This is an optimization exercise on Yosys and OpenROAD, whose aim is small area, a short achievable clock period and few clock cycles per item, not a production implementation. In this exercise RTL edits were held to simulation tests only and were not proved equivalent to the original. Power figures rest on the tool's default switching activity, not on a simulated workload.

File: flow/config.mk
export PLATFORM = sky130hd
export DESIGN_NAME = ccp_link
export DESIGN_NICKNAME = ccp_link
export VERILOG_FILES = /design/flow/design.v
export SDC_FILE = /design/flow/constraint.sdc
export NUM_CORES = 4
export LEC_CHECK = 0
export CAP_MARGIN = 20
export CORE_MARGIN = 2
export CORE_UTILIZATION = 40
export SETUP_SLACK_MARGIN = 2.3
export SLEW_MARGIN = 20
export SYNTH_HIERARCHICAL = 1
export SYNTH_MINIMUM_KEEP_SIZE = 0
export TNS_END_PERCENT = 0
File: flow/constraint.sdc
create_clock -name core_clock -period 4.0 [get_ports {clk}]
set_input_delay 0.8000 -clock core_clock [delete_from_list [all_inputs] [get_ports {clk}]]
set_output_delay 0.8000 -clock core_clock [all_outputs]
set_load 0.01 [all_outputs]
File: flow/design.v
module ccp_ao3 (
    input  wire s0, a0, s1, a1, s2, a2,
    output wire y
);
    assign y = (s0 & a0) | (s1 & a1) | (s2 & a2);
endmodule
module ccp_ao5 (
    input  wire s0, a0, s1, a1, s2, a2, s3, a3, s4, a4,
    output wire y
);
    assign y = (s0 & a0) | (s1 & a1) | (s2 & a2) | (s3 & a3) | (s4 & a4);
endmodule
module ccp_nor3 (
    input  wire a, b, c,
    output wire y
);
    assign y = ~(a | b | c);
endmodule
module ccp_and2 (
    input  wire a, b,
    output wire y
);
    assign y = a & b;
endmodule
module ccp_lbit (
    input  wire sd_n, ld, up, hd,
    input  wire q, d, g, h,
    output wire n
);
    assign n = ~sd_n | (ld & d) | (up & (g ^ h)) | (hd & q);
endmodule
module ccp_crc_c (
    input  wire [15:0] c,
    output wire [15:0] y
);
    wire p6 = ^c[6:0];
    wire p7 = p6 ^ c[7];
    assign y[0]    = p7 ^ c[8];
    assign y[5:1]  = c[13:9];
    assign y[6]    = c[0] ^ c[14];
    assign y[7]    = c[0] ^ c[1] ^ c[15];
    assign y[13:8] = c[6:1] ^ c[7:2];
    assign y[14]   = p6;
    assign y[15]   = p7;
endmodule
module ccp_crc_b (
    input  wire [7:0]  b,
    output wire [15:0] y
);
    wire p6 = ^b[6:0];
    wire p7 = p6 ^ b[7];
    assign y[0]    = p7;
    assign y[5:1]  = 5'd0;
    assign y[6]    = b[0];
    assign y[7]    = b[0] ^ b[1];
    assign y[13:8] = b[6:1] ^ b[7:2];
    assign y[14]   = p6;
    assign y[15]   = p7;
endmodule
module ccp_dsel (
    input  wire [7:0] op_sel, op_a,
    input  wire [3:0] op_len,
    input  wire       op_ext,
    output wire [5:0] es,
    output wire [4:0] rs,
    output wire       enc_ok, rep_ok, dec_a_n, dec_b_n, rd0, rd1
);
    wire hi0   = (op_sel[7:2] == 6'b000000);
    wire hi1   = (op_sel[7:2] == 6'b000100);
    wire s_enc = hi1 & (op_sel[1:0] == 2'd0);
    wire s_rep = hi1 & (op_sel[1:0] == 2'd1);
    wire s_rd  = hi0 & (op_sel[1:0] == 2'd3);
    wire a_cmd = (op_a[7:4] == 4'd0) & (~op_a[3] | ~(op_a[2] | op_a[1]));     
    wire a_hi  = (op_a[7:1] == 7'd0);
    genvar i;
    generate
        for (i = 0; i < 6; i = i + 1) begin : ges
            assign es[i] = s_enc & a_cmd & (op_len > i) & (op_len <= 4'd6);
        end
        for (i = 0; i < 5; i = i + 1) begin : grs
            assign rs[i] = s_rep & (op_len > i) & (op_len <= 4'd5);
        end
    endgenerate
    assign enc_ok  = s_enc & a_cmd & (op_len <= 4'd6);
    assign rep_ok  = s_rep & (op_len <= 4'd5);
    assign dec_a_n = ~(hi1 & op_sel[1]);
    assign dec_b_n = ~((op_len == 4'd8) & op_ext);
    assign rd0     = s_rd & a_hi & ~op_a[0];
    assign rd1     = s_rd & a_hi &  op_a[0];
endmodule
module ccp_err (
    input  wire [7:0] op_sel, op_a,
    input  wire [3:0] op_len,
    input  wire       op_ext,
    output wire [2:0] err
);
    wire hi0    = (op_sel[7:2] == 6'b000000);
    wire hi1    = (op_sel[7:2] == 6'b000100);
    wire s_load = hi0 & (op_sel[1:0] == 2'd1);
    wire s_rd   = hi0 & (op_sel[1:0] == 2'd3);
    wire s_enc  = hi1 & (op_sel[1:0] == 2'd0);
    wire s_rep  = hi1 & (op_sel[1:0] == 2'd1);
    wire s_dec  = hi1 & (op_sel[1:0] == 2'd2);
    wire a_lane = (op_a[7:1] == 7'd0);
    wire a_cmd  = (op_a[7:4] == 4'd0) & (~op_a[3] | ~(op_a[2] | op_a[1]));
    wire len_e  = (op_len <= 4'd6);
    wire len_r  = (op_len <= 4'd5);
    wire len_8  = (op_len == 4'd8);
    wire refused = ~(hi0 | (hi1 & (op_sel[1:0] != 2'd3)))
                 | ((s_load | s_rd) & ~a_lane)
                 | (s_enc & ~a_cmd);
    wire e_pay   = (s_enc & a_cmd & ~len_e) | (s_rep & ~len_r);
    wire e_msg   = s_dec & ~len_8;
    wire e_id    = s_dec & len_8 & ~op_ext;
    assign err   = {e_id, e_pay | e_msg, refused | e_msg};
endmodule
module ccp_lsel #(parameter L = 0) (
    input  wire       rst, op_valid,
    input  wire [7:0] op_sel, op_a,
    output wire       sd_n, ld, up, hd
);
    wire hi0  = (op_sel[7:2] == 6'b000000);
    wire act  = op_valid & ~rst & hi0;
    wire mine = op_a[L];
    wire seed = act & (op_sel[1:0] == 2'd0) & mine;
    assign ld = act & (op_sel[1:0] == 2'd1) & (op_a[7:1] == 7'd0) & (op_a[0] == L);
    assign up = act & (op_sel[1:0] == 2'd2) & mine;
    assign sd_n = ~(rst | seed);
    assign hd = ~(rst | seed | ld | up);
endmodule
module ccp_look (
    input  wire [7:0] b0, b1,
    output wire       reply, known,
    output wire [3:0] member
);
    reg [4:0] lc, ls;
    always @* begin
        case (b0)
            8'h01: lc = {1'b1, 4'd0};
            8'h02: lc = {1'b1, 4'd1};
            8'h03: lc = {1'b1, 4'd2};
            8'h04: lc = {1'b1, 4'd3};
            8'h07: lc = {1'b1, 4'd4};
            8'h0E: lc = {1'b1, 4'd5};
            8'h10: lc = {1'b1, 4'd6};
            8'h13: lc = {1'b1, 4'd7};
            8'h21: lc = {1'b1, 4'd8};
            8'h23: lc = {1'b1, 4'd9};
            default: lc = {1'b0, 4'd0};
        endcase
        case (b1)
            8'h00: ls = {1'b1, 4'd0};
            8'h10: ls = {1'b1, 4'd1};
            8'h30: ls = {1'b1, 4'd2};
            8'h31: ls = {1'b1, 4'd3};
            8'h32: ls = {1'b1, 4'd4};
            8'h33: ls = {1'b1, 4'd5};
            8'h35: ls = {1'b1, 4'd6};
            8'h36: ls = {1'b1, 4'd7};
            8'h37: ls = {1'b1, 4'd8};
            default: ls = {1'b0, 4'd0};
        endcase
    end
    assign reply  = (b0 == 8'hFF);
    assign known  = reply ? ls[4] : lc[4];
    assign member = reply ? ls[3:0] : lc[3:0];
endmodule
module ccp_code (
    input  wire [3:0] m,
    output reg  [7:0] code
);
    always @* begin
        case (m)
            4'd0: code = 8'h01;
            4'd1: code = 8'h02;
            4'd2: code = 8'h03;
            4'd3: code = 8'h04;
            4'd4: code = 8'h07;
            4'd5: code = 8'h0E;
            4'd6: code = 8'h10;
            4'd7: code = 8'h13;
            4'd8: code = 8'h21;
            4'd9: code = 8'h23;
            default: code = 8'h00;
        endcase
    end
endmodule
module ccp_link (
    input  wire        clk,
    input  wire        rst,         
    input  wire        op_valid,
    output wire        op_ready,
    input  wire [7:0]  op_sel,
    input  wire [7:0]  op_a,
    input  wire [7:0]  op_b,
    input  wire [63:0] op_d,
    input  wire [3:0]  op_len,
    input  wire        op_ext,
    output reg         rsp_valid,
    output reg  [2:0]  rsp_err,
    output reg  [63:0] rsp_data,
    output reg         rsp_reply,
    output reg         rsp_known,
    output reg  [3:0]  rsp_member
);
    reg [15:0] crc0, crc1;
    assign op_ready = 1'b1;
    wire [7:0] d [0:7];
    genvar i, k;
    generate
        for (i = 0; i < 8; i = i + 1) begin : gd
            assign d[i] = op_d[63 - 8*i -: 8];
        end
    endgenerate
    wire [5:0] es;
    wire [4:0] rs;
    wire       enc_ok, rep_ok, dec_a_n, dec_b_n, rd0, rd1;
    ccp_dsel u_dsel (.op_sel(op_sel), .op_a(op_a), .op_len(op_len), .op_ext(op_ext),
                     .es(es), .rs(rs), .enc_ok(enc_ok), .rep_ok(rep_ok),
                     .dec_a_n(dec_a_n), .dec_b_n(dec_b_n), .rd0(rd0), .rd1(rd1));
    wire [8:0] dec;
    generate
        for (i = 0; i < 9; i = i + 1) begin : gdec
            ccp_nor3 u_dec (.a(dec_a_n), .b(op_sel[0]), .c(dec_b_n), .y(dec[i]));
        end
    endgenerate
    wire [2:0] n_err;
    ccp_err u_err (.op_sel(op_sel), .op_a(op_a), .op_len(op_len), .op_ext(op_ext), .err(n_err));
    wire [7:0] code;
    ccp_code u_code (.m(op_a[3:0]), .code(code));
    wire [63:0] n_data;
    generate
        for (k = 0; k < 8; k = k + 1) begin : gb
            ccp_ao3 u_b0 (.s0(enc_ok), .a0(code[k]), .s1(rep_ok), .a1(1'b1),    .s2(dec[0]), .a2(d[0][k]), .y(n_data[56+k]));
            ccp_ao3 u_b1 (.s0(enc_ok), .a0(op_b[k]), .s1(rep_ok), .a1(op_a[k]), .s2(dec[1]), .a2(d[1][k]), .y(n_data[48+k]));
            ccp_ao3 u_b2 (.s0(es[0]),  .a0(d[0][k]), .s1(rep_ok), .a1(op_b[k]), .s2(dec[2]), .a2(d[2][k]), .y(n_data[40+k]));
            ccp_ao3 u_b3 (.s0(es[1]),  .a0(d[1][k]), .s1(rs[0]),  .a1(d[0][k]), .s2(dec[3]), .a2(d[3][k]), .y(n_data[32+k]));
            ccp_ao3 u_b4 (.s0(es[2]),  .a0(d[2][k]), .s1(rs[1]),  .a1(d[1][k]), .s2(dec[4]), .a2(d[4][k]), .y(n_data[24+k]));
            ccp_ao3 u_b5 (.s0(es[3]),  .a0(d[3][k]), .s1(rs[2]),  .a1(d[2][k]), .s2(dec[5]), .a2(d[5][k]), .y(n_data[16+k]));
            ccp_ao5 u_b6 (.s0(es[4]),  .a0(d[4][k]), .s1(rs[3]),  .a1(d[3][k]), .s2(dec[6]), .a2(d[6][k]),
                          .s3(rd0), .a3(crc0[8+k]), .s4(rd1), .a4(crc1[8+k]), .y(n_data[8+k]));
            ccp_ao5 u_b7 (.s0(es[5]),  .a0(d[5][k]), .s1(rs[4]),  .a1(d[4][k]), .s2(dec[7]), .a2(d[7][k]),
                          .s3(rd0), .a3(crc0[k]),   .s4(rd1), .a4(crc1[k]),   .y(n_data[k]));
        end
    endgenerate
    wire       lk_reply, lk_known;
    wire [3:0] lk_member;
    wire       n_reply, n_known;
    wire [3:0] n_member;
    ccp_look u_look (.b0(d[0]), .b1(d[1]), .reply(lk_reply), .known(lk_known), .member(lk_member));
    ccp_and2 u_rp (.a(dec[8]), .b(lk_reply), .y(n_reply));
    ccp_and2 u_kn (.a(dec[8]), .b(lk_known), .y(n_known));
    generate
        for (i = 0; i < 4; i = i + 1) begin : gmb
            ccp_and2 u_mb (.a(dec[8]), .b(lk_member[i]), .y(n_member[i]));
        end
    endgenerate
    always @(posedge clk) begin
        rsp_valid  <= op_valid & ~rst;
        rsp_err    <= n_err;
        rsp_data   <= n_data;
        rsp_reply  <= n_reply;
        rsp_known  <= n_known;
        rsp_member <= n_member;
    end
    wire        sd0_n, ld0, up0, hd0, sd1_n, ld1, up1, hd1;
    ccp_lsel #(.L(0)) u_ls0 (.rst(rst), .op_valid(op_valid), .op_sel(op_sel), .op_a(op_a),
                             .sd_n(sd0_n), .ld(ld0), .up(up0), .hd(hd0));
    ccp_lsel #(.L(1)) u_ls1 (.rst(rst), .op_valid(op_valid), .op_sel(op_sel), .op_a(op_a),
                             .sd_n(sd1_n), .ld(ld1), .up(up1), .hd(hd1));
    wire [15:0] g0, g1, h, n0, n1;
    ccp_crc_c u_g0 (.c(crc0), .y(g0));
    ccp_crc_c u_g1 (.c(crc1), .y(g1));
    ccp_crc_b u_h  (.b(op_b), .y(h));
    generate
        for (i = 0; i < 16; i = i + 1) begin : gl
            ccp_lbit u_l0 (.sd_n(sd0_n), .ld(ld0), .up(up0), .hd(hd0),
                           .q(crc0[i]), .d(op_d[i]), .g(g0[i]), .h(h[i]), .n(n0[i]));
            ccp_lbit u_l1 (.sd_n(sd1_n), .ld(ld1), .up(up1), .hd(hd1),
                           .q(crc1[i]), .d(op_d[i]), .g(g1[i]), .h(h[i]), .n(n1[i]));
        end
    endgenerate
    always @(posedge clk) begin
        crc0 <= n0;
        crc1 <= n1;
    end
endmodule
File: flow/flow/run.sh
#!/bin/bash
# The standard layout (the standard.sh, the same ORFS make call) with two changes:
#  - the port buffers are the smallest plain buffer, sky130_fd_sc_hd__buf_1,
#    instead of the one buffer_ports picks itself;
#  - the slow 4-high stacks (or4/nor4 and their b/bb forms, a2111/o2111) and the
#    3-input xor cells are kept out of synthesis and repair (DONT_USE_CELLS is
#    extended, the platform's own list is still appended by the platform config).
# Each ORFS step writes its own log under orfs/logs/; make's output goes to standard.log.
set -e
slow=""
for c in or4 or4b or4bb nor4 nor4b nor4bb xor3 xnor3 a2111o a2111oi o2111a o2111ai; do
  for s in 0 1 2 4; do slow="$slow sky130_fd_sc_hd__${c}_$s"; done
done
cp config.mk flow_config.mk
echo "export DONT_USE_CELLS = $slow" >> flow_config.mk
sed "s#DESIGN_CONFIG=[^ ]*#DESIGN_CONFIG=$PWD/flow_config.mk#" standard.sh > flow_standard.sh
export BUFFER_PORTS_ARGS="-buffer_cell sky130_fd_sc_hd__buf_1"
bash flow_standard.sh > standard.log 2>&1
File: flow/standard.sh
#!/bin/bash
# synth_recipe.tcl (not shown) runs the flow's synth.tcl, then flattens the netlist and writes it again
# the make line also repeats each setting of config.mk as NAME=value (left out here)
make -C /OpenROAD-flow-scripts/flow DESIGN_CONFIG=/design/flow/config.mk WORK_HOME=/design/flow/orfs CLKGATE_MAP_FILE= SYNTH_SCRIPT=/design/flow/synth_recipe.tcl "${@:-finish}"
==> Flow_metrics.wiki, run 1 <==
{| class="wikitable"
! Metric !! Value
|-
| Status || finished clean
|-
| Count of input and output buffers || 169
|-
| Post-route core utilization || 51.5%
|-
| Io pins || 171
|-
| Die ar. || 17200 sq um
|-
| Detailed placement HPWL || 16200 um
|-
| Average detailed-routed wire length per instance || 20.6 um
|-
| Most numerous cell on the critical path || buf_4
|-
| Syn avg cell area || 9.76 sq um
|-
| Hold/Removal Path Class || reg2reg
|-
| Std cell rows || 46
|-
| Worst-case headroom to the max-slew limit || 61.0%
|-
| Fillers || 1486
|-
| Number of DRC violations after detailed-routing iteration 0 || 1001
|-
| Max Buffers Root-to-Sink || 2
|-
| RSZ-0062 raised after global routing || true
|-
| Register clock-pin slew on the reported worst setup and hold paths || 80 ps
|-
| Syn. warnings || 9
|-
| CP Data Required Time || 4300 ps
|-
| Leakage dissipation || 3.39 nW
|-
| ANT cells || 0
|-
| Type of origin of the critical path || input port
|-
| Worst Skew || 5.37 ps
|-
| Number of failing setup endpoints in the final timing report || 0
|-
| Hold path endpoint || crc0[14]$_DFF_P_
|-
| Endpoint arrival time on the critical path || 2280 ps
|-
| Hold Path Origin || crc0[14]$_DFF_P_
|-
| Maximum fanout along the worst path || 8
|-
| Crit-path slowest cell || a211oi_1
|-
| Summed area of non-filler cells in the final layout || 8150 sq um
|-
| Power Dens Cells || 316 nW/um^2
|-
| Global-route usage over all layers || 25.9%
|-
| Cell count of the worst hold path || 2
|-
| Core box area || 15800 sq um
|-
| Path type of the worst setup path || in2reg
|-
| Post-detailed-placement cell area || 7340 sq um
|-
| Post-detailed-route DRC marker count || 0
|-
| Syn-to-layout area delta || 26.3%
|-
| Starting density of the core || 40.8%
|-
| Global route overflow || 0
|-
| Sum of negative setup slack || 0 ps
|-
| Reg-to-Reg Start || crc0[6]$_DFF_P_
|-
| Gpl congestion || 0.860
|-
| Die height || 131 um
|-
| Share of layout cells above drive strength 1 || 25.8%
|-
| Vias in the first global route || 5698
|-
| Crit path buf inv count || 5
|-
| Total clock buffers created by CTS || 9
|-
| Clock tree from TritonCTS || done
|-
| Upper clock frequency limit || 0.506 GHz
|-
| H-tree depth || 3
|-
| Worst-case vdd ir drop || 0.235 mV
|-
| Wire length of the first global-routing pass || 32900 um
|-
| Antenna violations before repair || 0
|-
| Die span in x || 131 um
|-
| Final ANT Viol Nets || 0
|-
| Sort of element at the end of the critical path || register
|-
| Count of nets after finishing || 961
|-
| Clock Latency Late Sink || 350 ps
|-
| Final worst-path cycle share || 49.4%
|-
| Count of cell types in the netlist || 61
|-
| Seq/Total Area, Yosys || 32.9%
|-
| Power after layout || 2.57 mW
|-
| Critical path's largest stage delay || 310 ps
|-
| Vias || 6119
|-
| Number of instances in the synthesized netlist || 661
|-
| Final critical delay including setup and external delays || 1980 ps
|-
| Slew at the pin with the worst max-slew slack || 586 ps
|-
| Total wire length || 22300 um
|-
| First-pass iteration count of the detailed router || 7
|-
| Main synth FF type || dfxtp_1
|-
| Routed vias/inst || 5.65
|-
| Register bit count reported by yosys || 106
|-
| Combined area of all synthesized cells || 6450 sq um
|-
| Asr flop ratio synth || 0%
|-
| Category of cells accounting for the largest share of critical-path delay || buffers and inverters
|-
| Cell chosen for the clock root || clkbuf_16
|-
| Largest net degree at the start of global routing || 25
|-
| Reg2reg path depth || 6
|-
| Total count of hold-check failures in the final report || 0
|-
| Clock sinks || 106
|-
| Hold bufs inserted after CTS || 0
|-
| Register-to-Register Setup Slack || 2220 ps
|-
| Number of synthesized flops with an enable pin || 0
|-
| Fin. max-slew vios || 0
|-
| Endpoint of the worst register-to-register path || crc0[0]$_DFF_P_
|-
| Reported max-cap violation count || 0
|-
| Cells along the critical path || buf_12, nor3_4, buf_6, buf_4, nand4_1, a211oi_1, buf_4, a222oi_1, inv_1
|}
-- per-module statistics from Yosys, one instance, submodules excluded, excerpt --
module,flops+latches,area (sq um)
ccp_ao5,0,21.3
ccp_nor3,0,10.0
ccp_lbit,0,37.5
ccp_crc_b,0,204
ccp_code,0,168
ccp_ao3,0,13.8
ccp_look,0,422
-- routing by layer --
metal  track usage [%]  share of wire (%)
met2              39.3                 45
met5                 0                  0
met3              6.03                 10
met1              34.7                 41
met4              12.0                3.8
-- worst reg2reg max path: stages (launching register included) --
cell and delay (ps):
dfxtp_1 530, xnor2_1 230, xor2_1 260, xnor2_2 170, xor2_1 200, xnor2_1 170
o211ai_2 90
-- worst max-delay path by stage --
| stage | start | endpoint | depth (start not counted) |
|---|---|---|---|
| floorplan | op_sel[3] | rsp_data[0]$_DFF_P_ | 6 |
| global placement | op_sel[0] | rsp_data[18]$_DFF_P_ | 7 |
| detailed placement | op_sel[0] | rsp_data[18]$_DFF_P_ | 7 |
| CTS | op_sel[5] | rsp_data[5]$_DFF_P_ | 9 |
| global route | op_a[4] | rsp_data[33]$_DFF_P_ | 6 |
| finish | op_sel[5] | rsp_data[18]$_DFF_P_ | 9 |
-- through the flow --
stage / cells / setup WS [ps] / hold WS (ps)
finish: 1083 / 2020 / 549
global route: 1083 / 1980 / 578
CTS: 1078 / 2080 / 546
detailed placement: 1045 / 859 / 526
global placement: 1045 / 884 / 525
floorplan: 674 / 1870 / 484
-- where the power goes --
group	total, mW	internal, mW	switching [mW]	leakage (nW)
registers	1.12	1.08	0.0373	0.865
logic	0.581	0.249	0.332	2.38
clock network	0.874	0.434	0.440	0.139
total	2.57	1.76	0.809	3.39
-- cells in the final DEF (no fill, tap or decap), types with 11 or more instances in the layout --
cell type  netlist  final
buf_1            0    143
o211ai_2        32     32
inv_1           99     99
a222oi_1        64     64
conb_1           3     16
dfxtp_1        106    106
nand2_1         26     25
nor3_4           2     15
xnor2_1         51     49
a22oi_2         32     32
buf_6            2     13
xor2_1          21     20
buf_4           30     31
nor2_1          24     18
a22oi_1         16     16
nor3_1          17     11
-- state kept, by name (all words and copies together), names as in the netlist --
name,count
crc0,16
crc1,16
rsp_data,64
rsp_err,3
rsp_known,1
rsp_member,4
rsp_reply,1
rsp_valid,1
-- area by class of cell --
type	count	area [sq um]	area share (%)
Inverter	99	372	4.56
Multi-Input combinational cell	436	3960	48.6
Clock buffer	9	225	2.76
Sequential cell	106	2120	26.0
Clock inverter	7	58.8	0.722
Tap cell	216	270	3.32
Timing Repair Buffer	210	1140	14.0
-- kinds of logic after synthesis --
kind of cell    share of synthesized area [%]
fa+ha+maj                               0.582
compound gates                           28.4
buf+inv                                  10.0
simple gates                             15.2
other cells                             0.175
xor+xnor                                 12.3
mux                                     0.388
flops                                    32.9
-- synth_stat cells, drive strengths merged (2+ instances only) --
master / instances / share of area, %
a211oi: 4 / 0.54
xor2: 23 / 3.4
o21ai: 9 / 0.70
nand3: 7 / 0.54
xnor2: 59 / 8.9
and4: 3 / 0.47
o22ai: 2 / 0.29
a22oi: 48 / 8.1
and3: 3 / 0.29
and2: 8 / 0.78
a32oi: 2 / 0.27
inv: 99 / 5.8
nor2b: 5 / 0.72
nor3: 33 / 4.0
o211ai: 33 / 6.3
a21oi: 9 / 0.70
conb: 3 / 0.17
buf: 32 / 3.8
nand4b: 3 / 0.41
or3: 5 / 0.48
nand2b: 5 / 0.48
nand4: 11 / 1.7
a222oi: 64 / 9.9
nor3b: 4 / 0.54
o31ai: 2 / 0.31
nor2: 30 / 2.4
ha: 3 / 0.58
a31oi: 4 / 0.39
nand2: 27 / 1.8
nand3b: 3 / 0.35
dfxtp: 106 / 33
clkbuf: 2 / 0.43
-- timing repair --
item,4_1_cts,5_1_grt
endpoints found under the setup margin,105,107
setup buffers,15,4
gates cloned,2,1
resized for setup,74,20
pin swaps,21,10
Testbench counts, summed over its fixed seeds: cycles 4,248, items 4,232.
==> inputs of run 2 (changes only) <==
--- a/flow/config.mk
+++ b/flow/config.mk
@@ -8,8 +8,6 @@
 export CAP_MARGIN = 20
 export CORE_MARGIN = 2
 export CORE_UTILIZATION = 40
-export SETUP_SLACK_MARGIN = 2.3
+export SETUP_SLACK_MARGIN = 1.9
 export SLEW_MARGIN = 20
-export SYNTH_HIERARCHICAL = 1
-export SYNTH_MINIMUM_KEEP_SIZE = 0
 export TNS_END_PERCENT = 0
==> Flow_metrics.wiki, run 2 <==
{| class="wikitable"
! Metric !! Value
|-
| Status || finished clean
|-
| Reported max-cap violation count || 0 (unchanged)
|-
| Cell chosen for the clock root || clkbuf_16
|-
| RSZ-0062 raised after global routing || true
|-
| Global route overflow || 0 (unchanged)
|-
| Largest net degree at the start of global routing || 23 (-8.0%)
|-
| Detailed placement HPWL || 14500 um (-10%)
|-
| Die ar. || 14400 sq um (-16%)
|-
| Syn-to-layout area delta || 26.6%
|-
| Worst-case vdd ir drop || 0.185 mV (-21%)
|-
| Power after layout || 2.37 mW (-8.0%)
|-
| Crit path setup slack, layout || 1860 ps (-163 ps)
|-
| Sum of negative setup slack || 0 ps (unchanged)
|-
| Register clock-pin slew on the reported worst setup and hold paths || 70 ps (about the same)
|-
| Register bit count reported by yosys || 106 (unchanged)
|-
| Number of DRC violations after detailed-routing iteration 0 || 726 (-27%)
|-
| Sequential fraction of design power || 44.7% (+1.3 points)
|-
| Routed vias/inst || 5.84 (+3.4%)
|-
| Total count of hold-check failures in the final report || 0 (unchanged)
|-
| Sw Ratio || 24.3% (-7.2 points)
|-
| Commonest cells in the netlist || dfxtp_1, nand2_1, inv_1, xnor2_1, a222oi_1
|-
| Cells along the critical path || buf_1, inv_1, and4_1, buf_8, buf_4, a22o_1, or3_1
|-
| Seq/Total Area, Yosys || 39.3% (+6.4 points)
|-
| First-pass iteration count of the detailed router || 8 (+1)
|-
| Category of cells accounting for the largest share of critical-path delay || buffers and inverters
|-
| Upper clock frequency limit || 0.468 GHz (-7.6%)
|-
| Pre-CTS setup slack || 875 ps (+16.4 ps)
|-
| Combined area of all synthesized cells || 5400 sq um (-16%)
|-
| Commonest cells after routing, fill and taps aside || buf_1, dfxtp_1, nand2_1
|-
| Endpoint of the worst register-to-register path || crc1[0]$_DFF_P_
|-
| Syn avg cell area || 8.84 sq um (-9.5%)
|-
| Final worst-path cycle share || 53.5% (+4.1 points)
|-
| Type of origin of the critical path || input port
|-
| Count of input and output buffers || 169 (unchanged)
|-
| CP Data Required Time || 4250 ps (-50 ps)
|-
| Worst Skew || 4.95 ps (-0.413 ps)
|-
| Cell taking the most area after synthesis || dfxtp_1
|-
| Clock Latency Late Sink || 360 ps (about the same)
|-
| Cell-internal power || 1.79 mW (+1.6%)
|-
| Dominant cell by count in the synthesized netlist || dfxtp_1
|-
| Reg2reg path depth || 7 (+1)
|-
| Vias in the first global route || 5208 (-8.6%)
|-
| Top flop regs || rsp_data (64), crc0 (16), crc1 (16)
|-
| Asr flop ratio synth || 0% (unchanged)
|-
| Global-route usage over all layers || 26.8% (+0.98 points)
|-
| Post-detailed-route DRC marker count || 0 (unchanged)
|-
| Synth top area cells || dfxtp_1, a222oi_1, xnor2_1
|-
| Die span in x || 120 um (-8.3%)
|-
| Final critical delay including setup and external delays || 2140 ps (+163 ps)
|-
| Main synth FF type || dfxtp_1
|-
| Maximum fanout along the worst path || 16 (+8)
|-
| Portion of total power attributed to combinational logic || 11.8% (-11 points)
|-
| Count of cell types in the netlist || 55 (-9.8%)
|-
| Wire length of the first global-routing pass || 29300 um (-11%)
|-
| Startpoint of the most critical setup path || op_a[0]
|-
| Max Buffers Root-to-Sink || 2 (unchanged)
|-
| Clock share of power || 43.6% (+9.6 points)
|-
| Synth top area share || 39.3% (+6.4 points)
|-
| Area taken by multi-input logic gates || 3060 sq um (-23%)
|-
| Count of nets after finishing || 868 (-9.7%)
|-
| Critical path's largest stage delay || 310 ps (about the same)
|-
| Endpoint arrival time on the critical path || 2380 ps (+100 ps)
|-
| Worst-case headroom to the max-slew limit || 57.8% (-3.2 points)
|-
| Clock sinks || 106 (unchanged)
|-
| Final ANT Viol Nets || 0 (unchanged)
|-
| Slew at the pin with the worst max-slew slack || 634 ps (+48.0 ps)
|-
| Fin. max-slew vios || 0 (unchanged)
|-
| Hold/Removal Path Class || reg2reg
|-
| Register bank with the most flops || rsp_data
|-
| Core box area || 13200 sq um (-17%)
|-
| Sort of element at the end of the critical path || register
|-
| ANT cells || 0 (unchanged)
|-
| Commonest non-fill, non-tap cell in the layout || buf_1
|-
| Register area || 2120 sq um (unchanged)
|-
| Total clock buffers created by CTS || 9 (unchanged)
|-
| Net Switching || 0.575 mW (-29%)
|-
| Number of instances in the synthesized netlist || 611 (-7.6%)
|-
| H-tree depth || 3 (unchanged)
|-
| Register-to-Register Setup Slack || 2070 ps (-150 ps)
|-
| Power Dens Cells || 346 nW/um^2 (+9.6%)
|-
| Antenna violations before repair || 0 (unchanged)
|-
| Gpl congestion || 0.932 (+8.4%)
|-
| Average detailed-routed wire length per instance || 20.7 um (+0.56%)
|-
| Crit-path slowest cell || buf_1
|-
| Die height || 120 um (-8.3%)
|-
| Number of failing setup endpoints in the final timing report || 0 (unchanged)
|-
| Number of synthesized flops with an enable pin || 0 (unchanged)
|-
| Std cell rows || 42 (-8.7%)
|-
| Fillers || 1289 (-13%)
|-
| Path type of the worst setup path || in2reg
|-
| Vias || 5548 (-9.3%)
|-
| Starting density of the core || 40.9% (+0.17 points)
|-
| Syn. warnings || 3 (-6)
|-
| Number of flip-flops in the largest register || 64 (unchanged)
|-
| Share of layout cells above drive strength 1 || 12.7% (-13 points)
|-
| Io pins || 171 (unchanged)
|-
| Hold bufs inserted after CTS || 0 (unchanged)
|-
| Number of logic stages on the critical path including buffering || 7 (-2)
|-
| Leakage dissipation || 2.95 nW (-13%)
|-
| Clock tree from TritonCTS || done
|-
| Crit path buf inv count || 4 (-1)
|-
| Total wire length || 19700 um (-12%)
|-
| Destination of the critical timing path || crc0[8]$_DFF_P_
|-
| Reg-to-Reg Start || crc1[1]$_DFF_P_
|}
run 2: cell count changes in the layout (fill, tap and decap cells not counted), moves of 24 or more:
cell | previous run | this run
nand2_1 | 25 | 85
a22oi_2 | 32 | 0
o211ai_2 | 32 | 0
a221oi_1 | 0 | 28
a222oi_1 | 64 | 40
inv_1 | 99 | 48
run 2: worst min path at each step:
stage | start | end | slack (ps) | depth (start not counted)
final | crc0[10]$_DFF_P_ | crc0[10]$_DFF_P_ | 460 | 2
after global routing | crc0[11]$_DFF_P_ | crc0[11]$_DFF_P_ | 480 | 2
after CTS | crc0[10]$_DFF_P_ | crc0[10]$_DFF_P_ | 460 | 2
after detailed placement | crc0[10]$_DFF_P_ | crc0[10]$_DFF_P_ | 450 | 2
after global placement | crc0[11]$_DFF_P_ | crc0[11]$_DFF_P_ | 440 | 2
after floorplan | crc0[10]$_DFF_P_ | crc0[10]$_DFF_P_ | 430 | 2
run 2: power groups by stage:
stage | Clock [mW] | Combinational, mW | Sequential (mW)
5_1_grt | 1.09 | 0.297 | 1.06
3_3_place_gp | 0 | 0.252 | 1.08
3_5_place_dp | 0 | 0.254 | 1.08
6_report | 1.03 | 0.279 | 1.06
2_1_floorplan | 0 | 0.148 | 1.08
4_1_cts | 1.04 | 0.262 | 1.06
run 2: per-layer routing:
layer / up-vias / wire, um / GRT usage (%)
li1: 2533 / - / -
met1: 2598 / 8210 / 35.9
met2: 365 / 8740 / 40.9
met3: 52 / 1950 / 5.14
met4: 0 / 803 / 14.1
met5: - / 0 / 0
run 2: area by class of cell:
| cell class | count | area share, % |
|---|---|---|
| clock buffers | 12 | 3.60 |
| clock inverters | 4 | 1.45 |
| inverters | 48 | 2.63 |
| multi-input cells | 411 | 44.8 |
| flip-flops and latches | 106 | 31.0 |
| well taps | 176 | 3.22 |
| repair buffers | 193 | 13.3 |
run 2: cells by family after synthesis:
family | count (synthesis) | share of synthesized area [%]
mux | 16 | 2.97
simple gates | 168 | 14.7
xor+xnor | 67 | 11.8
compound gates | 154 | 23.3
other cells | 1 | 0.0694
buf+inv | 96 | 7.21
fa+ha+maj | 3 | 0.695
flops | 106 | 39.3
run 2: repair_timing:
action                     CTS  global route
gates cloned                 2             0
buffers inserted            13             4
resized for setup           32            26
setup endpoints to repair  100            94
pin swaps                    9             9
run 2: worst min-delay path: cells and delay by family, from the launching register on:
kind	cells	cell delay, ps
flip-flops	1	320
AND/OR/NAND/NOR	2	90
run 2: metrics by stage:
step           utilization, %  cells  hold slack, ps  cell area (sq um)
2_1_floorplan               -    611             430               5450
3_3_place_gp             46.5    915             441               6130
3_5_place_dp             46.5    915             449               6130
4_1_cts                  50.9    946             459               6710
5_1_grt                  51.8    950             479               6840
6_report                 51.8    950             456               6840
==> inputs of run 3 (changes only) <==
--- a/flow/config.mk
+++ b/flow/config.mk
@@ -8,6 +8,6 @@
 export CAP_MARGIN = 20
 export CORE_MARGIN = 2
 export CORE_UTILIZATION = 40
-export SETUP_SLACK_MARGIN = 1.9
+export SETUP_SLACK_MARGIN = 2.6
 export SLEW_MARGIN = 20
 export TNS_END_PERCENT = 0
==> Flow_metrics.wiki, run 3 <==
{| class="wikitable"
! Metric !! Value
|-
| Status || finished clean
|-
| Register area || 2120 sq um (unchanged)
|-
| Largest net degree at the start of global routing || 23 (unchanged)
|-
| Worst-case headroom to the max-slew limit || 57.2% (-0.56 points)
|-
| Cells along the critical path || buf_1, nor2_4, nand3b_1, nor3b_4, and4_1, buf_8, nor2_4, a22o_1, or3_1
|-
| Commonest non-fill, non-tap cell in the layout || buf_1
|-
| Starting density of the core || 40.9% (unchanged)
|-
| Combined area of all synthesized cells || 5400 sq um (unchanged)
|-
| Max Buffers Root-to-Sink || 2 (unchanged)
|-
| Register clock-pin slew on the reported worst setup and hold paths || 70 ps (about the same)
|-
| Path type of the worst setup path || in2reg
|-
| CP Data Required Time || 4240 ps (about the same)
|-
| Synth top area cells || dfxtp_1, a222oi_1, xnor2_1
|-
| Summed area of non-filler cells in the final layout || 6800 sq um (-0.59%)
|-
| Reg2reg path depth || 7 (unchanged)
|-
| Post-detailed-placement cell area || 6130 sq um (unchanged)
|-
| Wire length of the first global-routing pass || 29500 um (+0.56%)
|-
| Routed vias/inst || 5.86 (+0.41%)
|-
| RSZ-0062 raised after global routing || true
|-
| Gpl congestion || 0.932 (unchanged)
|-
| Number of flip-flops in the largest register || 64 (unchanged)
|-
| Average detailed-routed wire length per instance || 20.8 um (+0.15%)
|-
| Syn-to-layout area delta || 25.9%
|-
| Most numerous cell on the critical path || nor2_4
|-
| Io pins || 171 (unchanged)
|-
| Seq/Total Area, Yosys || 39.3% (unchanged)
|-
| Main synth FF type || dfxtp_1
|-
| Dominant cell by count in the synthesized netlist || dfxtp_1
|-
| Die span in x || 120 um (unchanged)
|-
| Number of DRC violations after detailed-routing iteration 0 || 700 (-3.6%)
|-
| Top flop regs || rsp_data (64), crc0 (16), crc1 (16)
|-
| Asr flop ratio synth || 0% (unchanged)
|-
| Count of nets after finishing || 867 (-0.12%)
|-
| Cell taking the most area after synthesis || dfxtp_1
|-
| Cell count of the worst hold path || 2 (unchanged)
|-
| Endpoint arrival time on the critical path || 2370 ps (about the same)
|-
| Clock sinks || 106 (unchanged)
|-
| Slew at the pin with the worst max-slew slack || 642 ps (+8.38 ps)
|-
| Synth top area share || 39.3% (unchanged)
|-
| Count of input and output buffers || 169 (unchanged)
|-
| Die height || 120 um (unchanged)
|-
| Final critical delay including setup and external delays || 2130 ps (-5.72 ps)
|-
| Total count of hold-check failures in the final report || 0 (unchanged)
|-
| Vias in the first global route || 5218 (+0.19%)
|-
| Global-route usage over all layers || 26.9% (+0.090 points)
|-
| Count of cell types in the netlist || 55 (unchanged)
|-
| Number of synthesized flops with an enable pin || 0 (unchanged)
|-
| Register bank with the most flops || rsp_data
|-
| Type of origin of the critical path || input port
|-
| H-tree depth || 3 (unchanged)
|-
| Sort of element at the end of the critical path || register
|-
| Final worst-path cycle share || 53.3% (-0.14 points)
|-
| Clock tree from TritonCTS || done
|-
| Syn. warnings || 3 (unchanged)
|-
| Core box area || 13200 sq um (unchanged)
|-
| Reported max-cap violation count || 0 (unchanged)
|-
| Die ar. || 14400 sq um (unchanged)
|-
| Post-route core utilization || 51.5% (-0.30 points)
|-
| Leakage dissipation || 2.92 nW (-0.85%)
|-
| Power Dens Cells || 347 nW/um^2 (+0.41%)
|-
| Detailed placement HPWL || 14500 um (unchanged)
|-
| Number of instances in the synthesized netlist || 611 (unchanged)
|-
| Upper clock frequency limit || 0.469 GHz (+0.27%)
|-
| Sum of negative setup slack || 0 ps (unchanged)
|-
| Syn avg cell area || 8.84 sq um (unchanged)
|-
| Cell chosen for the clock root || clkbuf_16
|-
| Register bit count reported by yosys || 106 (unchanged)
|-
| Final ANT Viol Nets || 0 (unchanged)
|-
| Total wire length || 19700 um (about the same)
|-
| Std cell rows || 42 (unchanged)
|-
| Power after layout || 2.36 mW (-0.18%)
|-
| Worst-case vdd ir drop || 0.181 mV (-1.8%)
|-
| Share of layout cells above drive strength 1 || 11.8% (-0.89 points)
|-
| First-pass iteration count of the detailed router || 7 (-1)
|-
| Number of failing setup endpoints in the final timing report || 0 (unchanged)
|-
| Fillers || 1299 (+0.78%)
|-
| Total clock buffers created by CTS || 9 (unchanged)
|-
| Critical path's largest stage delay || 300 ps (about the same)
|-
| Global route overflow || 0 (unchanged)
|-
| Worst Skew || 5.52 ps (+0.570 ps)
|-
| Post-detailed-route DRC marker count || 0 (unchanged)
|-
| Vias || 5565 (+0.31%)
|-
| Fin. max-slew vios || 0 (unchanged)
|-
| Commonest cells after routing, fill and taps aside || buf_1, dfxtp_1, nand2_1
|-
| Final cell count without fillers || 949 (-0.11%)
|-
| Hold/Removal Path Class || reg2reg
|-
| ANT cells || 0 (unchanged)
|-
| Area taken by multi-input logic gates || 3040 sq um (-0.74%)
|-
| Hold bufs inserted after CTS || 0 (unchanged)
|-
| Clock Latency Late Sink || 360 ps (about the same)
|-
| Commonest cells in the netlist || dfxtp_1, nand2_1, inv_1, xnor2_1, a222oi_1
|-
| Maximum fanout along the worst path || 4 (-12)
|-
| Crit-path slowest cell || or3_1
|-
| Antenna violations before repair || 0 (unchanged)
|-
| # placed instances || 915 (unchanged)
|}
[run 3: cell counts after synthesis]
Identical to the previous run, type by type.
[run 3: timing repair]
item / in CTS / in global routing
gates cloned: 2 / 0
gates resized for setup: 44 / 9
hold endpoints to repair: 0 / 0
pin swaps: 13 / 7
endpoints found under the setup margin: 179 / 179
buffers inserted: 16 / 0
[run 3: final timing paths]
path                                        from               end  slack [ps]
worst min-delay path            crc0[11]$_DFF_P_  crc0[11]$_DFF_P_         460
worst max-delay path                   op_sel[3]   crc1[8]$_DFF_P_        1870
worst max register to register   crc1[1]$_DFF_P_   crc1[0]$_DFF_P_        2080
worst min register to register  crc0[11]$_DFF_P_  crc0[11]$_DFF_P_         460
[run 3: layer usage]
layer	up-vias	part of all wire, %	GRT usage (%)
li1	2534	-	-
met3	51	9.3	5.00
met4	0	4.2	14.4
met2	342	44	41.2
met5	-	0	0
met1	2638	42	36.0
[run 3: worst max-delay path, delay by kind of cell]
family / cells / cell delay (ps)
simple gates: 6 / 1190
compound gates: 1 / 170
buf+inv: 2 / 220
[run 3: area by class of cell]
| type | instances | share of cell area [%] |
|---|---|---|
| inverters | 48 | 2.65 |
| multi-input cells | 411 | 44.7 |
| flip-flops and latches | 106 | 31.2 |
| repair buffers | 192 | 13.1 |
| clock buffers | 12 | 3.63 |
| well taps | 176 | 3.24 |
| clock inverters | 4 | 1.45 |
[run 3: stage by stage]
step	hold slack [ps]	setup slack, ps
4_1_cts	459	1900
3_5_place_dp	449	875
3_3_place_gp	441	980
6_report	459	1870
5_1_grt	479	1800
2_1_floorplan	430	1750
[run 3: cells by family after synthesis]
logic type | share of synthesized area (%)
simple gates | 14.7
compound gates | 23.3
flops | 39.3
buf+inv | 7.21
xor+xnor | 11.8
mux | 2.97
fa+ha+maj | 0.695
other cells | 0.0694
[run 3: where the power goes]
part	switching, mW	internal (mW)
logic	0.173	0.101
registers	0.000664	1.06
clock network	0.400	0.631
total	0.574	1.79
==> inputs of run 4 (changes only) <==
--- a/flow/config.mk
+++ b/flow/config.mk
@@ -8,6 +8,4 @@
 export CAP_MARGIN = 20
 export CORE_MARGIN = 2
 export CORE_UTILIZATION = 40
-export SETUP_SLACK_MARGIN = 2.6
 export SLEW_MARGIN = 20
-export TNS_END_PERCENT = 0
==> Flow_metrics.wiki, run 4 <==
{| class="wikitable"
! Metric !! Value
|-
| Vias || 5433 (-2.4%)
|-
| Die ar. || 14400 sq um (unchanged)
|-
| Pre-CTS setup slack || 720 ps (-155 ps)
|-
| Synth top area cells || dfxtp_1, a222oi_1, xnor2_1
|-
| Sum of negative setup slack || 0 ps (unchanged)
|-
| Hold bufs inserted after CTS || 0 (unchanged)
|-
| Count of cell types in the netlist || 55 (unchanged)
|-
| Worst Skew || 9.01 ps (+3.49 ps)
|-
| Total clock buffers created by CTS || 9 (unchanged)
|-
| Post-CTS sizing || 0 (-100%)
|-
| Number of DRC violations after detailed-routing iteration 0 || 690 (-1.4%)
|-
| Wire length of the first global-routing pass || 28800 um (-2.3%)
|-
| Dominant cell by count in the synthesized netlist || dfxtp_1
|-
| Main synth FF type || dfxtp_1
|-
| Number of synthesized flops with an enable pin || 0 (unchanged)
|-
| Worst-case headroom to the max-slew limit || 33.9% (-23 points)
|-
| Maximum fanout along the worst path || 17 (+13)
|-
| Top flop regs || rsp_data (64), crc0 (16), crc1 (16)
|-
| Register clock-pin slew on the reported worst setup and hold paths || 80 ps (about the same)
|-
| Number of setup buffers added after CTS || 0 (-16)
|-
| Cell chosen for the clock root || clkbuf_16
|-
| Status || finished clean
|-
| Path type of the worst setup path || in2reg
|-
| Clock sinks || 106 (unchanged)
|-
| Post-detailed-route DRC marker count || 0 (unchanged)
|-
| Syn avg cell area || 8.84 sq um (unchanged)
|-
| Routed vias/inst || 5.85 (-0.16%)
|-
| Combined area of all synthesized cells || 5400 sq um (unchanged)
|-
| Antenna violations before repair || 0 (unchanged)
|-
| Final worst-path cycle share || 74.0% (+21 points)
|-
| Detailed placement HPWL || 14700 um (+0.73%)
|-
| Critical path's largest stage delay || 680 ps (+380 ps)
|-
| H-tree depth || 3 (unchanged)
|-
| Upper clock frequency limit || 0.338 GHz (-28%)
|-
| Number of failing setup endpoints in the final timing report || 0 (unchanged)
|-
| Total count of hold-check failures in the final report || 0 (unchanged)
|-
| Number of instances in the synthesized netlist || 611 (unchanged)
|-
| Average detailed-routed wire length per instance || 20.7 um (-0.18%)
|-
| Total wire length || 19200 um (-2.4%)
|-
| Synth top area share || 39.3% (unchanged)
|-
| Std cell rows || 42 (unchanged)
|-
| Commonest cells in the netlist || dfxtp_1, nand2_1, inv_1, xnor2_1, a222oi_1
|-
| Die span in x || 120 um (unchanged)
|-
| Crit-path slowest cell || and4_1
|-
| Worst-case vdd ir drop || 0.251 mV (+38%)
|-
| Commonest non-fill, non-tap cell in the layout || buf_1
|-
| Seq/Total Area, Yosys || 39.3% (unchanged)
|-
| Core box area || 13200 sq um (unchanged)
|-
| Crit path buf inv count || 1 (-1)
|-
| Die height || 120 um (unchanged)
|-
| Global-route usage over all layers || 26.4% (-0.52 points)
|-
| Share of layout cells above drive strength 1 || 4.65% (-7.1 points)
|-
| Slew at the pin with the worst max-slew slack || 992 ps (+350 ps)
|-
| Starting density of the core || 40.9% (unchanged)
|-
| Reported max-cap violation count || 0 (unchanged)
|-
| Final critical delay including setup and external delays || 2960 ps (+826 ps)
|-
| Hold/Removal Path Class || reg2reg
|-
| Largest net degree at the start of global routing || 50 (+120%)
|-
| Category of cells accounting for the largest share of critical-path delay || simple AND/OR/NAND/NOR gates
|-
| RSZ-0062 raised after global routing || false
|-
| Worst-case hold slack || 456 ps (-2.85 ps)
|-
| Syn. warnings || 3 (unchanged)
|-
| Count of input and output buffers || 169 (unchanged)
|-
| Register bit count reported by yosys || 106 (unchanged)
|-
| Cell taking the most area after synthesis || dfxtp_1
|-
| Fin. max-slew vios || 0 (unchanged)
|-
| Vias in the first global route || 5102 (-2.2%)
|-
| Type of origin of the critical path || input port
|-
| Power Dens Cells || 352 nW/um^2 (+1.3%)
|-
| Global route overflow || 0 (unchanged)
|-
| Register-to-Register Setup Slack || 2010 ps (-70 ps)
|-
| First-pass iteration count of the detailed router || 9 (+2)
|-
| Register bank with the most flops || rsp_data
|-
| Post-route core utilization || 48.5% (-3.1 points)
|-
| Syn-to-layout area delta || 18.4%
|-
| Leakage dissipation || 2.69 nW (-7.9%)
|-
| Sort of element at the end of the critical path || register
|-
| Max Buffers Root-to-Sink || 2 (unchanged)
|-
| Gpl congestion || 0.919 (-1.4%)
|-
| Number of flip-flops in the largest register || 64 (unchanged)
|-
| Io pins || 171 (unchanged)
|-
| Count of nets after finishing || 846 (-2.4%)
|-
| Cells along the critical path || buf_1, or2_1, nor3_2, and4_1, nor2_1, a22o_1, or3_1
|-
| Asr flop ratio synth || 0% (unchanged)
|-
| Crit path setup slack, layout || 1040 ps (-826 ps)
|-
| Final ANT Viol Nets || 0 (unchanged)
|-
| CP Data Required Time || 4240 ps (about the same)
|-
| Clock tree from TritonCTS || done
|-
| Power after layout || 2.25 mW (-4.7%)
|-
| Clock Latency Late Sink || 360 ps (about the same)
|-
| ANT cells || 0 (unchanged)
|-
| Endpoint arrival time on the critical path || 3190 ps (+820 ps)
|-
| Commonest cells after routing, fill and taps aside || buf_1, dfxtp_1, nand2_1
|}
[run 4: changes by cell type in the layout (fill, tap and decap cells not counted), sizes merged]
cell,delta
and2,-2
buf,-17
bufinv,-2
clkbuf,-4
clkinv,-1
clkinvlp,+3
inv,+2
[run 4: worst paths after layout]
check | cells after the start | to | startpoint
setup / recovery | 7 | crc1[8]$_DFF_P_ | op_a[2]
hold / removal | 2 | crc0[13]$_DFF_P_ | crc0[13]$_DFF_P_
setup reg to reg | 7 | crc1[0]$_DFF_P_ | crc1[1]$_DFF_P_
hold reg to reg | 2 | crc0[13]$_DFF_P_ | crc0[13]$_DFF_P_
[run 4: kinds of logic after synthesis]
family / after synthesis / share of synthesized area (%)
buffers and inverters: 96 / 7.21
flip-flops: 106 / 39.3
XOR/XNOR: 67 / 11.8
other: 1 / 0.0694
AO/OA/AOI/OAI: 154 / 23.3
adder cells (fa/ha/maj): 3 / 0.695
multiplexers: 16 / 2.97
AND/OR/NAND/NOR: 168 / 14.7
[run 4: power breakdown]
part / total [mW] / switching, mW / leakage (nW) / internal [mW]
Clock: 0.932 / 0.422 / 0.143 / 0.509
Combinational: 0.262 / 0.168 / 1.69 / 0.0942
Sequential: 1.06 / 0.000665 / 0.855 / 1.06
Total: 2.25 / 0.591 / 2.69 / 1.66
[run 4: area by class of cell]
cell class,instances,area (sq um)
sequential,106,2120
timing repair buffer,173,664
inverter,48,180
fill,1323,6800
clock buffer,10,239
clock inverter,6,72.6
multi-input combinational,409,2890
tap,176,220
[run 4: layer usage]
metal	vias to the layer above	track usage (%)	wire (um)
li1	2483	-	-
met1	2537	35.4	8110
met2	356	41.0	8400
met3	57	4.10	1850
met4	0	13.8	877
met5	-	0	0
[run 4: worst reg2reg max path: stages (launching register included)]
cell	delay [ps]
dfxtp_1	380
xnor2_1	320
xnor2_1	130
xnor2_1	330
xor2_1	250
xnor2_1	220
xnor2_1	170
o21ai_1	80
[run 4: stage by stage]
| step | area [sq um] | cells |
|---|---|---|
| 2_1_floorplan | 5400 | 611 |
| 3_3_place_gp | 6080 | 912 |
| 3_5_place_dp | 6080 | 912 |
| 4_1_cts | 6390 | 928 |
| 5_1_grt | 6390 | 928 |
| 6_report | 6390 | 928 |
==> inputs of run 5 (changes only) <==
--- a/flow/config.mk
+++ b/flow/config.mk
@@ -7,5 +7,7 @@
 export LEC_CHECK = 0
 export CAP_MARGIN = 20
 export CORE_MARGIN = 2
-export CORE_UTILIZATION = 40
+export CORE_UTILIZATION = 80
+export SETUP_SLACK_MARGIN = 2.3
 export SLEW_MARGIN = 20
+export TNS_END_PERCENT = 0
==> Flow_metrics.wiki, run 5 <==
{| class="wikitable"
! Metric !! Value
|-
| Status || did not finish
|-
| Stage at which the run stopped || global placement (3_3_place_gp)
|-
| Error that ended the run || [ERROR GPL-0301] Utilization 100.965 % exceeds 100%.
|-
| Std cell rows || 29 (-31%)
|-
| Register bit count reported by yosys || 106 (unchanged)
|-
| Seq/Total Area, Yosys || 39.3% (unchanged)
|-
| Syn. warnings || 3 (unchanged)
|-
| Synth top area cells || dfxtp_1, a222oi_1, xnor2_1
|-
| Asr flop ratio synth || 0% (unchanged)
|-
| Commonest cells in the netlist || dfxtp_1, nand2_1, inv_1, xnor2_1, a222oi_1
|-
| Io pins || 171 (unchanged)
|-
| Number of instances in the synthesized netlist || 611 (unchanged)
|-
| Die span in x || 86.2 um (-28%)
|-
| Starting density of the core || 84.1% (+43 points)
|-
| Die height || 86.2 um (-28%)
|-
| Syn avg cell area || 8.84 sq um (unchanged)
|-
| Dominant cell by count in the synthesized netlist || dfxtp_1
|-
| Combined area of all synthesized cells || 5400 sq um (unchanged)
|-
| Main synth FF type || dfxtp_1
|-
| Number of synthesized flops with an enable pin || 0 (unchanged)
|-
| Cell taking the most area after synthesis || dfxtp_1
|-
| Synth top area share || 39.3% (unchanged)
|-
| Count of cell types in the netlist || 55 (unchanged)
|-
| Count of input and output buffers || 169 (unchanged)
|}
run 5: logic make-up after synthesis:
group,synth area share [%]
fa+ha+maj,0.695
xor+xnor,11.8
mux,2.97
buf+inv,7.21
other cells,0.0694
flops,39.3
compound gates,23.3
simple gates,14.7
==> inputs of run 6 (changes only) <==
--- a/flow/config.mk
+++ b/flow/config.mk
@@ -7,7 +7,7 @@
 export LEC_CHECK = 0
 export CAP_MARGIN = 20
 export CORE_MARGIN = 2
-export CORE_UTILIZATION = 80
+export CORE_UTILIZATION = 65
 export SETUP_SLACK_MARGIN = 2.3
 export SLEW_MARGIN = 20
 export TNS_END_PERCENT = 0
==> Flow_metrics.wiki, run 6 <==
{| class="wikitable"
! Metric !! Value
|-
| Final critical delay including setup and external delays || 2150 ps
|-
| Die height || 95.2 um (+10%)
|-
| Power Dens Cells || 314 nW/um^2
|-
| Endpoint arrival time on the critical path || 2420 ps
|-
| Synth top area share || 39.3% (unchanged)
|-
| Cell-internal power || 1.46 mW
|-
| Top flop regs || rsp_data (64), crc0 (16), crc1 (16)
|-
| Count of cell types in the netlist || 55 (unchanged)
|-
| Number of instances in the synthesized netlist || 611 (unchanged)
|-
| Startpoint of the most critical setup path || op_sel[7]
|-
| Reg2reg path depth || 7
|-
| CP Data Required Time || 4260 ps
|-
| Global-route usage over all layers || 39.3%
|-
| Worst-case headroom to the max-slew limit || 59.2%
|-
| Combined area of all synthesized cells || 5400 sq um (unchanged)
|-
| Final ANT Viol Nets || 0
|-
| Hold bufs inserted after CTS || 0
|-
| Reg-to-Reg Start || crc1[4]$_DFF_P_
|-
| Maximum fanout along the worst path || 5
|-
| Io pins || 171 (unchanged)
|-
| Final worst-path cycle share || 53.9%
|-
| Starting density of the core || 66.4% (-18 points)
|-
| Fin. max-slew vios || 0
|-
| Number of failing setup endpoints in the final timing report || 0
|-
| Register bit count reported by yosys || 106 (unchanged)
|-
| Syn-to-layout area delta || 21.2%
|-
| Sort of element at the end of the critical path || register
|-
| Hold Path Origin || crc1[9]$_DFF_P_
|-
| Largest net degree at the start of global routing || 37
|-
| Number of flip-flops in the largest register || 64
|-
| Sum of negative setup slack || 0 ps
|-
| Worst Skew || 17.5 ps
|-
| ANT cells || 0
|-
| Syn. warnings || 3 (unchanged)
|-
| Number of synthesized flops with an enable pin || 0 (unchanged)
|-
| Cell count of the worst hold path || 2
|-
| Gpl congestion || 0.967
|-
| Upper clock frequency limit || 0.464 GHz
|-
| Commonest cells in the netlist || dfxtp_1, nand2_1, inv_1, xnor2_1, a222oi_1
|-
| Clock Latency Late Sink || 390 ps
|-
| Detailed placement HPWL || 13200 um
|-
| RSZ-0062 raised after global routing || true
|-
| Wire length of the first global-routing pass || 26900 um
|-
| Commonest cells after routing, fill and taps aside || buf_1, dfxtp_1, nand2_1
|-
| Cell chosen for the clock root || clkbuf_8
|-
| Die span in x || 95.2 um (+10%)
|-
| H-tree depth || 3
|-
| Syn avg cell area || 8.84 sq um (unchanged)
|-
| Total count of hold-check failures in the final report || 0
|-
| Routed vias/inst || 6.48
|-
| Type of origin of the critical path || input port
|-
| Sequential fraction of design power || 51.4%
|-
| Share of layout cells above drive strength 1 || 11.8%
|-
| Cell taking the most area after synthesis || dfxtp_1
|-
| Dominant cell by count in the synthesized netlist || dfxtp_1
|-
| Path type of the worst setup path || in2reg
|-
| Std cell rows || 33 (+14%)
|-
| Slew at the pin with the worst max-slew slack || 612 ps
|-
| Total clock buffers created by CTS || 9
|-
| Clock share of power || 35.3%
|-
| Vias || 5683
|-
| Register clock-pin slew on the reported worst setup and hold paths || 100 ps
|-
| Portion of total power attributed to combinational logic || 13.3%
|-
| Count of nets after finishing || 866
|-
| Post-detailed-route DRC marker count || 0
|-
| Number of DRC violations after detailed-routing iteration 0 || 756
|-
| Worst-case hold slack || 461 ps
|-
| Core box area || 8130 sq um
|-
| Count of input and output buffers || 169 (unchanged)
|-
| Vias in the first global route || 5099
|-
| Clock sinks || 106
|-
| Clock tree from TritonCTS || done
|-
| Net Switching || 0.593 mW
|-
| Global route overflow || 0
|-
| Hold/Removal Path Class || reg2reg
|-
| Leakage dissipation || 2.85 nW
|-
| Synth top area cells || dfxtp_1, a222oi_1, xnor2_1
|-
| Max Buffers Root-to-Sink || 2
|-
| Worst-case vdd ir drop || 0.239 mV
|-
| Main synth FF type || dfxtp_1
|-
| Total wire length || 18000 um
|-
| Reported max-cap violation count || 0
|-
| Register bank with the most flops || rsp_data
|-
| Antenna violations before repair || 0
|-
| Asr flop ratio synth || 0% (unchanged)
|-
| Average detailed-routed wire length per instance || 20.5 um
|-
| Commonest non-fill, non-tap cell in the layout || buf_1
|-
| Die ar. || 9050 sq um
|-
| Status || finished clean
|-
| Sw Ratio || 28.8%
|-
| Seq/Total Area, Yosys || 39.3% (unchanged)
|-
| First-pass iteration count of the detailed router || 10
|}
-- run 6: cell counts after synthesis --
No cell type changed its count.
-- run 6: critical path, stage by stage --
cell      delay, ps
buf_6            90
nor2_4           90
nand3b_1        160
nor3b_4         300
buf_4           160
buf_4           100
and3_4          200
nor2_4           50
a22o_1          170
or3_1           300
-- run 6: cell families after synthesis --
family / count (synthesis) / synth area share, %
multiplexers: 16 / 2.97
buffers and inverters: 96 / 7.21
flip-flops: 106 / 39.3
other: 1 / 0.0694
AO/OA/AOI/OAI: 154 / 23.3
AND/OR/NAND/NOR: 168 / 14.7
XOR/XNOR: 67 / 11.8
adder cells (fa/ha/maj): 3 / 0.695
-- run 6: path summary, 6_finish.rpt --
| kind | to | slack (ps) |
|---|---|---|
| setup / recovery | crc0[8]$_DFF_P_ | 1850 |
| hold / removal | crc1[9]$_DFF_P_ | 460 |
| setup reg to reg | crc1[0]$_DFF_P_ | 2050 |
| hold reg to reg | crc1[9]$_DFF_P_ | 460 |
-- run 6: power by group through the flow --
stage	sequential (mW)	combinational (mW)	clock, mW
2_1_floorplan	1.08	0.148	0
3_3_place_gp	1.08	0.245	0
3_5_place_dp	1.08	0.250	0
4_1_cts	1.06	0.264	0.724
5_1_grt	1.06	0.289	0.759
6_report	1.06	0.274	0.727
-- run 6: area by class of cell --
class                      instances  area (sq um)
clock buffer                       9           124
clock inverter                     7          93.8
fill                             566          1590
inverter                          48           180
multi-input combinational        409          3020
sequential                       106          2120
tap                              105           131
timing repair buffer             193           872
-- run 6: what timing repair did --
action	CTS	global route
pin swaps	21	2
setup endpoints to repair	105	137
resized for setup	50	3
buffers inserted	17	2
-- run 6: through the flow --
stage	power [mW]	cells	utilization, %	area, sq um	worst slack [ps]
after floorplan	1.23	611	-	5450	1750
after detailed placement	1.33	842	74.1	6030	886
final	2.06	877	80.5	6550	1850
after CTS	2.04	875	80.1	6520	1980
after global routing	2.11	877	80.5	6550	1770
after global placement	1.33	842	74.1	6030	1010
-- run 6: routing by layer --
| layer | share of wire (%) | GRT usage, % |
|---|---|---|
| met3 | 14 | 8.54 |
| met5 | 0 | 0 |
| met2 | 47 | 64.4 |
| met4 | 3.1 | 17.3 |
| met1 | 36 | 49.9 |
==> inputs of run 7 (changes only) <==
--- a/flow/config.mk
+++ b/flow/config.mk
@@ -7,7 +7,7 @@
 export LEC_CHECK = 0
 export CAP_MARGIN = 20
 export CORE_MARGIN = 2
-export CORE_UTILIZATION = 65
+export CORE_UTILIZATION = 40
 export SETUP_SLACK_MARGIN = 2.3
 export SLEW_MARGIN = 20
 export TNS_END_PERCENT = 0
==> Flow_metrics.wiki, run 7 <==
{| class="wikitable"
! Metric !! Value
|-
| Critical path's largest stage delay || 300 ps (about the same)
|-
| Worst-case headroom to the max-slew limit || 57.2% (-2.0 points)
|-
| Final worst-path cycle share || 53.3% (-0.55 points)
|-
| Die span in x || 120 um (+26%)
|-
| Syn avg cell area || 8.84 sq um (unchanged)
|-
| Combined area of all synthesized cells || 5400 sq um (unchanged)
|-
| Crit-path slowest cell || or3_1
|-
| Global route overflow || 0 (unchanged)
|-
| Commonest cells after routing, fill and taps aside || buf_1, dfxtp_1, nand2_1
|-
| Register bit count reported by yosys || 106 (unchanged)
|-
| Std cell rows || 42 (+27%)
|-
| Cell chosen for the clock root || clkbuf_16
|-
| Reported max-cap violation count || 0 (unchanged)
|-
| Routed vias/inst || 5.86 (-9.5%)
|-
| Number of failing setup endpoints in the final timing report || 0 (unchanged)
|-
| Final ANT Viol Nets || 0 (unchanged)
|-
| Synth top area cells || dfxtp_1, a222oi_1, xnor2_1
|-
| Synth top area share || 39.3% (unchanged)
|-
| Met3 track demand over resource || 5.00% (-3.5 points)
|-
| Post-route core utilization || 51.5% (-29 points)
|-
| Maximum fanout along the worst path || 4 (-1)
|-
| ANT cells || 0 (unchanged)
|-
| Leakage dissipation || 2.92 nW (+2.7%)
|-
| Syn. warnings || 3 (unchanged)
|-
| Final cell count without fillers || 949 (+8.2%)
|-
| Commonest cells in the netlist || dfxtp_1, nand2_1, inv_1, xnor2_1, a222oi_1
|-
| Wire length of the first global-routing pass || 29500 um (+9.5%)
|-
| Clock sinks || 106 (unchanged)
|-
| Total wire length || 19700 um (+9.4%)
|-
| Asr flop ratio synth || 0% (unchanged)
|-
| Status || finished clean
|-
| GR Util met1 || 36.0% (-14 points)
|-
| Total clock buffers created by CTS || 9 (unchanged)
|-
| # placed instances || 915 (+8.7%)
|-
| Die height || 120 um (+26%)
|-
| Number of synthesized flops with an enable pin || 0 (unchanged)
|-
| Number of instances in the synthesized netlist || 611 (unchanged)
|-
| Met2 routing resource usage after global routing || 41.2% (-23 points)
|-
| Vias in the first global route || 5218 (+2.3%)
|-
| Dominant cell by count in the synthesized netlist || dfxtp_1
|-
| Register bank with the most flops || rsp_data
|-
| Max Buffers Root-to-Sink || 2 (unchanged)
|-
| Largest net degree at the start of global routing || 23 (-38%)
|-
| Commonest non-fill, non-tap cell in the layout || buf_1
|-
| Sort of element at the end of the critical path || register
|-
| Register clock-pin slew on the reported worst setup and hold paths || 70 ps (-30 ps)
|-
| Clock tree from TritonCTS || done
|-
| Core box area || 13200 sq um (+62%)
|-
| Endpoint arrival time on the critical path || 2370 ps (-50 ps)
|-
| Path type of the worst setup path || in2reg
|-
| Worst-case vdd ir drop || 0.181 mV (-24%)
|-
| CP Data Required Time || 4240 ps (-20 ps)
|-
| Share of layout cells above drive strength 1 || 11.8% (-0.015 points)
|-
| Upper clock frequency limit || 0.469 GHz (+1.0%)
|-
| Final critical delay including setup and external delays || 2130 ps (-21.9 ps)
|-
| Number of flip-flops in the largest register || 64 (unchanged)
|-
| Starting density of the core || 40.9% (-25 points)
|-
| Type of origin of the critical path || input port
|-
| Pre-CTS setup slack || 875 ps (-10.2 ps)
|-
| Most numerous cell on the critical path || nor2_4
|-
| Detailed placement HPWL || 14500 um (+10%)
|-
| Sum of negative setup slack || 0 ps (unchanged)
|-
| Seq/Total Area, Yosys || 39.3% (unchanged)
|-
| Count of cell types in the netlist || 55 (unchanged)
|-
| Top flop regs || rsp_data (64), crc0 (16), crc1 (16)
|-
| Main synth FF type || dfxtp_1
|-
| Slew at the pin with the worst max-slew slack || 642 ps (+30.2 ps)
|-
| Cell taking the most area after synthesis || dfxtp_1
|-
| Count of nets after finishing || 867 (+0.12%)
|-
| Post-detailed-placement cell area || 6130 sq um (+1.7%)
|-
| Total count of hold-check failures in the final report || 0 (unchanged)
|-
| Syn-to-layout area delta || 25.9%
|-
| Hold/Removal Path Class || reg2reg
|-
| Cells along the critical path || buf_1, nor2_4, nand3b_1, nor3b_4, and4_1, buf_8, nor2_4, a22o_1, or3_1
|-
| First-pass iteration count of the detailed router || 7 (-3)
|-
| Global-route usage over all layers || 26.9% (-12 points)
|-
| Count of input and output buffers || 169 (unchanged)
|-
| Post-detailed-route DRC marker count || 0 (unchanged)
|-
| Average detailed-routed wire length per instance || 20.8 um (+1.1%)
|-
| Vias || 5565 (-2.1%)
|-
| Most heavily used metal layer in global routing || met2
|-
| Summed area of non-filler cells in the final layout || 6800 sq um (+3.9%)
|-
| Fin. max-slew vios || 0 (unchanged)
|-
| Io pins || 171 (unchanged)
|-
| Die ar. || 14400 sq um (+60%)
|-
| Worst Skew || 5.52 ps (-11.9 ps)
|-
| Crit path setup slack, layout || 1870 ps (+21.9 ps)
|-
| H-tree depth || 3 (unchanged)
|-
| Power Dens Cells || 347 nW/um^2 (+10%)
|-
| Number of DRC violations after detailed-routing iteration 0 || 700 (-7.4%)
|-
| Clock Latency Late Sink || 360 ps (-30 ps)
|-
| RSZ-0062 raised after global routing || true
|-
| Gpl congestion || 0.932 (-3.6%)
|-
| Antenna violations before repair || 0 (unchanged)
|}
-- run 7: cell types whose count changed in the layout (fill, tap and decap cells not counted), sizes merged --
cell / change
clkinvlp: -1
clkbuf: +5
and2: +2
buf: -3
inv: -3
bufinv: +2
clkinv: -1
-- run 7: cell type report --
type                    instances  area, sq um
fillers                      1299         6390
multi-input cells             411         3040
flip-flops and latches        106         2120
repair buffers                192          891
clock buffers                  12          246
well taps                     176          220
inverters                      48          180
clock inverters                 4         98.8
-- run 7: cells by family (layout without fill, tap and decap cells) --
logic type / Yosys count / in the layout / synth area share [%]
AOI/OAI and AO/OA: 154 / 154 / 23.3
xor gates and xnor gates: 67 / 67 / 11.8
adders and majority gates: 3 / 3 / 0.695
buffers and inverters: 96 / 256 / 7.21
DFF: 106 / 106 / 39.3
muxes: 16 / 16 / 2.97
other: 1 / 1 / 0.0694
and+or+nand+nor: 168 / 170 / 14.7
-- run 7: worst paths after layout --
kind                                        from               end  slack [ps]  depth (start not counted)
worst max register to register   crc1[1]$_DFF_P_   crc1[0]$_DFF_P_        2080                          7
worst max-delay path                   op_sel[3]   crc1[8]$_DFF_P_        1870                          9
worst min-delay path            crc0[11]$_DFF_P_  crc0[11]$_DFF_P_         460                          2
worst min register to register  crc0[11]$_DFF_P_  crc0[11]$_DFF_P_         460                          2
-- run 7: critical path, delay by kind of cell --
family                 cells  cell delay [ps]
AOI/OAI and AO/OA          1              170
and+or+nand+nor            6             1190
buffers and inverters      2              220
-- run 7: repair_timing --
action | 4_1_cts | 5_1_grt
gates resized for setup | 44 | 9
setup buffers | 16 | 0
hold buffers | 0 | 0
cloned | 2 | 0
endpoints found under the setup margin | 104 | 107
pin swaps | 13 | 7
-- run 7: per-stage QoR --
stage,power (mW),hold WS (ps)
final,2.36,459
after detailed placement,1.34,449
after CTS,2.36,459
after global routing,2.43,479
after global placement,1.33,441
after floorplan,1.23,430
-- run 7: where the power goes --
part	total (mW)	leakage, nW	internal, mW	switching [mW]
logic	0.274	1.90	0.101	0.173
registers	1.06	0.855	1.06	0.000664
clock network	1.03	0.167	0.631	0.400
-- run 7: routing by layer --
layer	routed length [um]	share of wire, %	vias to the layer above
met5	0	0	-
met4	829	4.2	0
met3	1840	9.3	51
met2	8750	44	342
met1	8290	42	2638
li1	-	-	2534

[what the ideal ports hide]
The flow's constraints put no driver on any port. The routed layouts listed below were extracted and timed again, unchanged, in two steps. Step 1 (the two cells are an assumption about what drives the block):
set clk [get_ports {clk}]
set_driving_cell -lib_cell sky130_fd_sc_hd__clkbuf_16 $clk
set_driving_cell -lib_cell sky130_fd_sc_hd__buf_2 [delete_from_list [all_inputs] $clk]
Step 2, shift: input delay + t, output delay - t, t = (earliest + latest rising clock arrival at the registers) / 2. This alone moves slack from input paths to output paths. Slacks: ideal / step 1 / step 2; pairs: ideal / step 1.
run | t (ns) | setup WS [ns] | clock arrival spread, ns
run 1 | 0.395 | 2.024 / 2.015 / 1.620 | 0.013 / 0.013
run 2 | 0.397 | 1.861 / 1.879 / 1.482 | 0.008 / 0.008
run 3 | 0.397 | 1.867 / 1.888 / 1.491 | 0.009 / 0.008
run 4 | 0.398 | 1.041 / 1.058 / 0.660 | 0.013 / 0.013
run 6 | 0.412 | 1.845 / 1.845 / 1.433 | 0.018 / 0.018
run 7 | 0.397 | 1.867 / 1.888 / 1.491 | 0.009 / 0.008
After both steps every run listed still meets setup and hold. For run 6, which loses most, drivers alone change the setup slack by 0.000 ns; drivers and shift together by -0.412 ns.
